From an optimization exercise on the open Yosys and OpenROAD flow, aimed at small area; shortcuts taken in it are not production practice.
The RTL was checked by simulation tests, not by an equivalence proof against the original design.
Power is estimated from default activity; no workload was simulated.

===== run.sh =====
#!/bin/bash
# synth_recipe.tcl (not shown) runs the flow's synth.tcl, then flattens the netlist and writes it again
# the make line also repeats each setting of config.mk as NAME=value (left out here)
make -C /OpenROAD-flow-scripts/flow DESIGN_CONFIG=/design/flow/config.mk WORK_HOME=/design/flow/orfs CLKGATE_MAP_FILE= SYNTH_SCRIPT=/design/flow/synth_recipe.tcl finish

===== config.mk =====
export PLATFORM = sky130hd
export DESIGN_NAME = hacodec
export DESIGN_NICKNAME = hacodec
export VERILOG_FILES = /design/flow/design.v
export SDC_FILE = /design/flow/constraint.sdc
export NUM_CORES = 4
export LEC_CHECK = 0
export CAP_MARGIN = 20
export CORE_MARGIN = 2
export CORE_UTILIZATION = 40
export SLEW_MARGIN = 20

===== constraint.sdc =====
create_clock -name core_clock -period 12.0 [get_ports {clk}]
set_input_delay 2.4000 -clock core_clock [delete_from_list [all_inputs] [get_ports {clk}]]
set_output_delay 2.4000 -clock core_clock [all_outputs]
set_load 0.01 [all_outputs]

===== design.v =====
module hacodec (
    input  wire       clk,
    input  wire       rst,
    input  wire       in_valid,
    output wire       in_ready,
    input  wire [7:0] in_data,
    input  wire       in_last,
    output wire       out_valid,
    input  wire       out_ready,
    output wire [7:0] out_data,
    output wire       out_last
);
    localparam [7:0] MAXLEN = 8'd10;
    localparam [2:0] S_OK     = 3'd0;
    localparam [2:0] S_CONFIG = 3'd1;
    localparam [2:0] S_TOOBIG = 3'd2;
    localparam [2:0] S_BADBCD = 3'd3;
    localparam [2:0] S_BADLEN = 3'd4;
    localparam [2:0] S_RANGE  = 3'd5;
    localparam [2:0] S_ILLEGAL= 3'd6;
    localparam [2:0] S_HALTED = 3'd7;
    localparam [7:0] OP_BCDDEC = 8'h00;
    localparam [7:0] OP_BCDENC = 8'h01;
    localparam [7:0] OP_ADRENC = 8'h10;
    localparam [7:0] OP_ADRDEC = 8'h11;
    localparam [7:0] OP_CMDENC = 8'h20;
    localparam [7:0] OP_CMDDEC = 8'h21;
    localparam [7:0] OP_FBUILD = 8'h30;
    localparam [7:0] OP_FLOAD  = 8'h31;
    localparam [7:0] OP_FPARSE = 8'h32;
    localparam [7:0] OP_FREAD  = 8'h33;
    localparam [7:0] OP_FCLR   = 8'h34;
    localparam [7:0] OP_TSENC  = 8'h40;
    localparam [7:0] OP_TSDEC  = 8'h41;
    localparam [7:0] OP_V16ENC = 8'h42;
    localparam [7:0] OP_V16DEC = 8'h43;
    localparam [7:0] OP_TSPUT  = 8'h44;
    localparam [7:0] OP_TSGET  = 8'h45;
    localparam [7:0] OP_V16PUT = 8'h46;
    localparam [7:0] OP_V16GET = 8'h47;
    localparam [7:0] OP_STATUS = 8'hF0;
    localparam [1:0] ST_RX   = 2'd0;
    localparam [1:0] ST_EXEC = 2'd1;
    localparam [1:0] ST_TX   = 2'd2;
    function [7:0] bcd_dec;            
        input [7:0] b;
        bcd_dec = b[7:4] * 8'd10 + {4'd0, b[3:0]};
    endfunction
    function bcd_ok;
        input [7:0] b;
        bcd_ok = (b[7:4] <= 4'd9) && (b[3:0] <= 4'd9);
    endfunction
    function [7:0] bcd_enc;            
        input [7:0] v;
        reg [7:0] tens, units;
        begin
            tens    = v / 8'd10;
            units   = v % 8'd10;
            bcd_enc = {tens[3:0], units[3:0]};
        end
    endfunction
    function [15:0] comb16;            
        input [7:0] hi;
        input [7:0] lo;
        comb16 = {8'd0, bcd_dec(hi)} * 16'd100 + {8'd0, bcd_dec(lo)};
    endfunction
    function [15:0] enc16;             
        input [15:0] v;
        reg [15:0] h, l;
        begin
            h     = v / 16'd100;
            l     = v % 16'd100;
            enc16 = {bcd_enc(h[7:0]), bcd_enc(l[7:0])};
        end
    endfunction
    reg [7:0] fbuf [0:9];              
    reg [3:0] flen;                    
    reg       st_fatal;                
    reg [2:0] st_err;                  
    reg [1:0] state;
    reg [8:0] rcnt;                    
    reg [7:0] opsel;
    reg [7:0] rb [1:11];               
    reg [7:0] ob [0:11];
    reg [3:0] olen;                    
    reg [3:0] optr;
    assign in_ready  = (state == ST_RX);
    assign out_valid = (state == ST_TX);
    assign out_data  = ob[optr];
    assign out_last  = (optr == olen - 4'd1);
    wire [8:0] rlen = rcnt;            
    reg        known;
    reg [8:0]  exp_len;
    reg [2:0]  status;
    reg [7:0]  res [0:11];
    reg [3:0]  res_len;
    reg        wr_frame;               
    reg [7:0]  nf [0:9];
    reg [3:0]  nflen;
    reg        wr_err;
    reg        set_fatal;
    reg [15:0] v16, y16;
    reg        rng_bad;
    integer    k;
    always @(*) begin
        known   = 1'b1;
        exp_len = 9'd1;
        case (opsel)
            OP_FPARSE, OP_FREAD, OP_FCLR, OP_TSGET, OP_V16GET, OP_STATUS:
                exp_len = 9'd1;
            OP_BCDDEC, OP_BCDENC, OP_ADRDEC, OP_CMDDEC:
                exp_len = 9'd2;
            OP_ADRENC, OP_V16ENC, OP_V16DEC:
                exp_len = 9'd3;
            OP_CMDENC, OP_V16PUT:
                exp_len = 9'd4;
            OP_TSENC, OP_TSDEC:
                exp_len = 9'd7;
            OP_TSPUT:
                exp_len = 9'd8;
            OP_FLOAD:
                exp_len = 9'd2 + {1'b0, rb[1]};
            OP_FBUILD:
                exp_len = 9'd3 + {1'b0, rb[2]};
            default:
                known = 1'b0;
        endcase
        status    = S_OK;
        res_len   = 4'd1;
        wr_frame  = 1'b0;
        wr_err    = (opsel != OP_STATUS);
        set_fatal = 1'b0;
        nflen     = 4'd0;
        v16       = 16'd0;
        y16       = 16'd0;
        rng_bad   = 1'b0;
        for (k = 0; k < 12; k = k + 1) res[k] = 8'h00;
        for (k = 0; k < 10; k = k + 1) nf[k] = 8'h00;
        if (st_fatal && opsel != OP_STATUS) begin
            status = S_HALTED;
            wr_err = 1'b0;
        end else if (!known) begin
            status = S_ILLEGAL;
        end else if ((opsel == OP_FLOAD && rlen < 9'd2) ||
                     (opsel == OP_FBUILD && rlen < 9'd3) ||
                     rlen != exp_len) begin
            status = S_ILLEGAL;
        end else if (opsel == OP_CMDENC && (rb[1] > 8'd1 || rb[2] > 8'd1)) begin
            status = S_ILLEGAL;
        end else begin
            case (opsel)
                OP_BCDDEC: begin
                    status  = bcd_ok(rb[1]) ? S_OK : S_BADBCD;
                    res[1]  = bcd_dec(rb[1]);
                    res_len = 4'd2;
                end
                OP_BCDENC: begin
                    if (rb[1] > 8'd99) status = S_RANGE;
                    else begin
                        res[1]  = bcd_enc(rb[1]);
                        res_len = 4'd2;
                    end
                end
                OP_ADRENC: begin
                    if (rb[1] > 8'd15 || rb[2] > 8'd15) begin
                        status    = S_CONFIG;
                        set_fatal = 1'b1;
                    end else begin
                        res[1]  = {rb[1][3:0], rb[2][3:0]};
                        res_len = 4'd2;
                    end
                end
                OP_ADRDEC: begin
                    res[1]  = {4'd0, rb[1][7:4]};
                    res[2]  = {4'd0, rb[1][3:0]};
                    res_len = 4'd3;
                end
                OP_CMDENC: begin
                    if (rb[3] > 8'd63) begin
                        status    = S_CONFIG;
                        set_fatal = 1'b1;
                    end else begin
                        res[1]  = {rb[1][0], rb[2][0], rb[3][5:0]};
                        res_len = 4'd2;
                    end
                end
                OP_CMDDEC: begin
                    res[1]  = {7'd0, rb[1][7]};
                    res[2]  = {7'd0, rb[1][6]};
                    res[3]  = {2'd0, rb[1][5:0]};
                    res_len = 4'd4;
                end
                OP_FBUILD: begin
                    if (rb[2] > MAXLEN - 8'd1) status = S_TOOBIG;
                    else begin
                        wr_frame = 1'b1;
                        nf[0]    = rb[1];
                        for (k = 1; k < 10; k = k + 1)
                            if (k <= rb[2]) nf[k] = rb[k + 2];
                        nflen = rb[2][3:0] + 4'd1;
                    end
                end
                OP_FLOAD: begin
                    if (rb[1] == 8'd0 || rb[1] > MAXLEN) status = S_BADLEN;
                    else begin
                        wr_frame = 1'b1;
                        for (k = 0; k < 10; k = k + 1)
                            if (k < rb[1]) nf[k] = rb[k + 2];
                        nflen = rb[1][3:0];
                    end
                end
                OP_FPARSE: begin
                    if (flen == 4'd0) status = S_BADLEN;
                    else begin
                        res[1] = fbuf[0];
                        res[2] = {4'd0, flen - 4'd1};
                        for (k = 1; k < 10; k = k + 1) res[k + 2] = fbuf[k];
                        res_len = flen + 4'd2;
                    end
                end
                OP_FREAD: begin
                    res[1] = {4'd0, flen};
                    for (k = 0; k < 10; k = k + 1) res[k + 2] = fbuf[k];
                    res_len = flen + 4'd2;
                end
                OP_FCLR: begin
                    wr_frame = 1'b1;
                    nflen    = 4'd0;
                end
                OP_TSENC: begin
                    y16 = {rb[1], rb[2]};
                    rng_bad = (y16 > 16'd9999) || (rb[3] > 8'd99) || (rb[4] > 8'd99) ||
                              (rb[5] > 8'd99) || (rb[6] > 8'd99);
                    if (rng_bad) status = S_RANGE;
                    else begin
                        {res[1], res[2]} = enc16(y16);
                        res[3]  = bcd_enc(rb[3]);
                        res[4]  = bcd_enc(rb[4]);
                        res[5]  = bcd_enc(rb[5]);
                        res[6]  = bcd_enc(rb[6]);
                        res_len = 4'd7;
                    end
                end
                OP_TSDEC: begin
                    status = (bcd_ok(rb[1]) && bcd_ok(rb[2]) && bcd_ok(rb[3]) &&
                              bcd_ok(rb[4]) && bcd_ok(rb[5]) && bcd_ok(rb[6])) ? S_OK : S_BADBCD;
                    y16 = comb16(rb[1], rb[2]);
                    res[1]  = y16[15:8];
                    res[2]  = y16[7:0];
                    res[3]  = bcd_dec(rb[3]);
                    res[4]  = bcd_dec(rb[4]);
                    res[5]  = bcd_dec(rb[5]);
                    res[6]  = bcd_dec(rb[6]);
                    res_len = 4'd7;
                end
                OP_V16ENC: begin
                    v16 = {rb[1], rb[2]};
                    if (v16 > 16'd9999) status = S_RANGE;
                    else begin
                        {res[1], res[2]} = enc16(v16);
                        res_len = 4'd3;
                    end
                end
                OP_V16DEC: begin
                    status  = (bcd_ok(rb[1]) && bcd_ok(rb[2])) ? S_OK : S_BADBCD;
                    v16     = comb16(rb[1], rb[2]);
                    res[1]  = v16[15:8];
                    res[2]  = v16[7:0];
                    res_len = 4'd3;
                end
                OP_TSPUT: begin
                    y16 = {rb[2], rb[3]};
                    rng_bad = (y16 > 16'd9999) || (rb[4] > 8'd99) || (rb[5] > 8'd99) ||
                              (rb[6] > 8'd99) || (rb[7] > 8'd99);
                    if (rng_bad) status = S_RANGE;
                    else begin
                        wr_frame = 1'b1;
                        nf[0] = rb[1];
                        {nf[1], nf[2]} = enc16(y16);
                        nf[3] = bcd_enc(rb[4]);
                        nf[4] = bcd_enc(rb[5]);
                        nf[5] = bcd_enc(rb[6]);
                        nf[6] = bcd_enc(rb[7]);
                        nflen = 4'd7;
                    end
                end
                OP_TSGET: begin
                    if (flen < 4'd7) status = S_BADLEN;
                    else begin
                        status = (bcd_ok(fbuf[1]) && bcd_ok(fbuf[2]) && bcd_ok(fbuf[3]) &&
                                  bcd_ok(fbuf[4]) && bcd_ok(fbuf[5]) && bcd_ok(fbuf[6])) ? S_OK : S_BADBCD;
                        y16 = comb16(fbuf[1], fbuf[2]);
                        res[1]  = y16[15:8];
                        res[2]  = y16[7:0];
                        res[3]  = bcd_dec(fbuf[3]);
                        res[4]  = bcd_dec(fbuf[4]);
                        res[5]  = bcd_dec(fbuf[5]);
                        res[6]  = bcd_dec(fbuf[6]);
                        res_len = 4'd7;
                    end
                end
                OP_V16PUT: begin
                    v16 = {rb[2], rb[3]};
                    if (v16 > 16'd9999) status = S_RANGE;
                    else begin
                        wr_frame = 1'b1;
                        nf[0] = rb[1];
                        {nf[1], nf[2]} = enc16(v16);
                        nflen = 4'd3;
                    end
                end
                OP_V16GET: begin
                    if (flen < 4'd3) status = S_BADLEN;
                    else begin
                        status  = (bcd_ok(fbuf[1]) && bcd_ok(fbuf[2])) ? S_OK : S_BADBCD;
                        v16     = comb16(fbuf[1], fbuf[2]);
                        res[1]  = v16[15:8];
                        res[2]  = v16[7:0];
                        res_len = 4'd3;
                    end
                end
                OP_STATUS: begin
                    res[1]  = {st_fatal, 4'd0, st_err};
                    res[2]  = MAXLEN;
                    res_len = 4'd3;
                end
                default: ;
            endcase
        end
        if (status != S_OK && status != S_BADBCD) res_len = 4'd1;
        res[0] = {5'd0, status};
    end
    always @(posedge clk) begin
        if (rst) begin
            state    <= ST_RX;
            rcnt     <= 9'd0;
            optr     <= 4'd0;
            olen     <= 4'd1;
            flen     <= 4'd0;
            st_fatal <= 1'b0;
            st_err   <= 3'd0;
            for (k = 0; k < 10; k = k + 1) fbuf[k] <= 8'h00;
        end else begin
            case (state)
                ST_RX: begin
                    if (in_valid) begin
                        if (rcnt == 9'd0) opsel <= in_data;
                        else if (rcnt <= 9'd11) rb[rcnt[3:0]] <= in_data;
                        if (rcnt != 9'h1FF) rcnt <= rcnt + 9'd1;
                        if (in_last) state <= ST_EXEC;
                    end
                end
                ST_EXEC: begin
                    for (k = 0; k < 12; k = k + 1) ob[k] <= res[k];
                    olen <= res_len;
                    optr <= 4'd0;
                    if (wr_err) st_err <= status;
                    if (set_fatal) st_fatal <= 1'b1;
                    if (wr_frame) begin
                        for (k = 0; k < 10; k = k + 1) fbuf[k] <= nf[k];
                        flen <= nflen;
                    end
                    state <= ST_TX;
                end
                default: begin  
                    if (out_ready) begin
                        if (optr == olen - 4'd1) begin
                            state <= ST_RX;
                            rcnt  <= 9'd0;
                        end else begin
                            optr <= optr + 4'd1;
                        end
                    end
                end
            endcase
        end
    end
endmodule

==> summary.md <==
| Metric | Value |
|---|---|
| Initial antenna violation count | 5 |
| CTS root buffer | clkbuf_16 |
| GRT met3 Usage | roughly 3.3% |
| Top_reg_cell synth | edfxtp_1 |
| Setup WS pre-CTS | 2930 ps |
| Via count | ~26000 |
| Critical path startpoint | rb[1][3] |
| DR WL/cell | between 20 and 25 µm |
| Status | no timing/DRC/antenna violations |
| Setup violation total in the final timing report | 0 |
| Share of synthesized flip-flops with an asynchronous set or reset | 0% |
| Initial core utilization | approximately two fifths |
| NumNets Final | around 3500 |
| Final WS setup | 2740 ps |
| Maximum fanout along the worst path | 26 |
| Yosys top cell area share | 20.4% |
| Horiz. Die Dim | 266 µm |
| Die Ht | ~270 µm |
| Clock skew | approximately 27 ps |
| Sequential fraction of the synthesis area | 28.2% |
| CTS tree | yes |
| Post-synth EDFFs | 187 |
| GRT Total Usage | between 20 and 30% |
| Port Buf Inserts | 23 |
| Worst-margin pin slew | about 1200 ps |
| Post-DP HPWL | between 60000 and 70000 µm |
| Placement Cell Area | around 0.028 mm² |
| Synth top area cells | edfxtp_1 (20%), ha_1 (8.7%), dfxtp_1 (7.8%) |
| Clock Latency Late Sink | about 570 ps |
| H-tree Lvls | 2 |
| Layout cell share with drive strength beyond 1 | between 5 and 6% |
| Seq cells post-synth | between 200 and 300 |
| Grt ovf | 0 |
| P_leak | ~0.011 µW |
| Critical path startpoint category | register |
| Fmax | around 110 MHz |
| Initial detailed-routing violation count | 3065 |
| Crit. End Element | register |
| CTS Buffer Depth | 3 |
| Crit path kind | reg -> reg |
| Syn avg cell area | slightly above 8 µm² |
| Power Density | 86.7 mW/mm² |
| CP delay by family, top | compound AO/OA/AOI/OAI gates |
| GR peak layer | met2 |
| Top-count cell post-synth | nand2_1 |
| Gpl congestion | around 0.96 |
| Post-DR vias/cell | between 6 and 7 |
| Yosys cell types | ~120 |
| Largest net degree at the start of global routing | just under 70 |
| DR DRC count | 0 |
| Critical Path RT | between 10000 and 15000 ps |
| Top Ports | 24 |
| Met1 global-route usage | roughly 36% |
| Max VDD drop | 85.4 µV |
| Maxcap violations | 0 |
| RSZ-0062 raised after global routing | no |
| Critical path buffers and inverters | 2 |
| Hold Crit Class | reg -> reg |
| Reg-to-reg startpoint | rb[1][3] |
| Vias in the first global route | about 23000 |
| Setup repair bufs after CTS | 0 |
| Antenna Nets Post-Route | 0 |
| Slew HR | 17.7% |
| M2 GR Usage | between 30% and 40% |
| Routed WL | a little over 90000 µm |
| Period utilisation layout | between 70 and 80% |
| Core footprint | between 0.06 and 0.07 mm² |
| Synthesized net count | between 3000 and 4000 |
| Post_cts resized | 0 |
| Slowest cell delay on critical path | between 700 and 800 ps |
| Wire length of the first global-routing pass | 142000 µm |
| Worst-path clk slew | approximately 60 ps |
| Total power | between 2000 and 3000 µW |
| Synth Warn # | 5 |
| Post-synthesis cell count | around 3300 |
| Post-synth top area cell | edfxtp_1 |
| Final Hold Viols | 0 |
| Post-Syn Area | ~0.028 mm² |
| Crit path DAT | 9570 ps |
| Clock buffer count from CTS | 36 |
| Top post-synthesis cells by count | nand2_1 (317), nor2_1 (313), a21oi_1 (263) |
| Die area | 0.0709 mm² |
| Final Cell Area | slightly below 0.03 mm² |
| Initial DRT Pass Iterations | 9 |
| Synth-to-Final Area Change | 7.15% |
| TritonCTS sink count | ~300 |
| Final TNS setup | 0 ps |
| Minimum clock period | ~9300 ps |
| HP Start | fbuf[8][6] |
| Row Count | 96 |
| Final Slew Violations | 0 |
| Cts-stage hold buffer count | 0 |
| CP max stage cell | edfxtp_1 |
[area by class of cell]
cell class,instances,area (µm²)
Antenna cell,1,2.50
Clock buffer,54,1040
Clock inverter,12,76.3
Fill cell,6744,38900
Inverter,81,309
Multi-Input combinational cell,2745,18600
Sequential cell,294,7760
Tap cell,882,1100
Timing Repair Buffer,73,603
[sequential cells by signal, indices dropped and copies added (netlist names), 3 cells and up]
| register | cells |
|---|---|
| ob | 91 |
| rb | 88 |
| fbuf | 80 |
| rcnt | 9 |
| opsel | 8 |
| flen | 4 |
| olen | 4 |
| optr | 4 |
| st_err | 3 |
[through the flow]
stage / cells / utilization, % / hold slack, ps
CTS: 4139 / 43.1 / 449
global placement: 4073 / 41.5 / 436
global route: 4141 / 43.1 / 463
finish: 4142 / 43.1 / 446
floorplan: 3337 / - / 427
detailed placement: 4073 / 41.5 / 442
[routing by layer]
metal / routed length [µm] / part of all wire, %
met4: 3030 / 3.3
met2: 41200 / 44
met5: 34 / 0.037
met3: 7010 / 7.6
met1: 41500 / 45
[report_power, final]
part | leakage [µW] | switching [µW] | internal, µW
Sequential | 0.00257 | 8.26 | 1080
Combinational | 0.00762 | 257 | 151
Clock | 0.000539 | 457 | 604
[cell families after synthesis]
kind of cell	synth area share (%)
simple gates	20.3
compound gates	27.0
buf+inv	4.38
flops	28.2
fa+ha+maj	11.3
xor+xnor	6.78
mux	1.99
[final timing paths]
| kind | end | slack, ps | depth (start not counted) |
|---|---|---|---|
| max | ob[2][2] | 2740 | 27 |
| min | fbuf[8][6] | 450 | 2 |
| max reg2reg | ob[2][2] | 2740 | 27 |
| min reg2reg | fbuf[8][6] | 450 | 2 |
[cell usage in the layout, fill, tap and decap left out, types with 37 or more instances in the layout]
master / netlist / routed
nand2_1: 317 / 317
nor2_1: 313 / 311
a21oi_1: 263 / 263
o21ai_0: 194 / 194
ha_1: 191 / 191
edfxtp_1: 187 / 187
xnor2_1: 168 / 168
nand3_1: 111 / 111
dfxtp_1: 107 / 107
nor3_1: 96 / 95
and2_1: 72 / 72
inv_1: 68 / 68
a22oi_1: 64 / 64
a222oi_1: 53 / 53
a21o_1: 51 / 51
buf_4: 2 / 50
nor2b_1: 48 / 48
a221oi_1: 47 / 47
a31oi_1: 44 / 44
xor2_1: 43 / 43
nand2b_1: 38 / 38
mux2i_1: 38 / 38
clkbuf_16: 0 / 38
and3_1: 37 / 37
[worst register-to-register path, stage by stage (launching register included)]
cell	delay, ps
edfxtp_1	790
buf_4	410
or2_1	280
a311o_1	410
a211o_1	350
o221ai_1	220
nand3_1	300
o2bb2ai_1	370
mux2_2	420
a31o_1	240
or3_1	350
a31oi_1	750
a221oi_1	220
o31ai_1	260
a31o_1	140
o211a_1	560
clkinv_4	190
o21ai_2	290
and4_1	220
and4bb_1	320
o21bai_1	260
a2bb2oi_2	440
nand2_2	140
o311a_1	360
o211ai_2	290
mux2i_1	120
a221oi_1	280
nor2_1	60

## port drivers added, routing unchanged
In the flow no input, the clock included, has a driving cell. The finished layout below was timed again as built, in two steps. Step 1 assumes that a clkbuf_16 drives the clock port and a buf_2 every other input. Step 2 adds t to the input delays and takes it off the output delays; t is the mean of the earliest and latest rising clock arrival at the registers after step 1. Input paths then give back, and output paths get back, about the clock's delay inside the block. Three values: no drivers, after step 1, after step 2; two values: the first two.
t (ns): 0.611
slack for setup (ns): 2.737 / 2.737 / 2.737
clock arrival spread, ns: 0.028 / 0.027
cell pins on the clock port's net: 1
After both steps setup and hold are still met in this run. For this run, drivers alone change the setup slack by 0.000 ns; drivers and shift together by 0.000 ns.
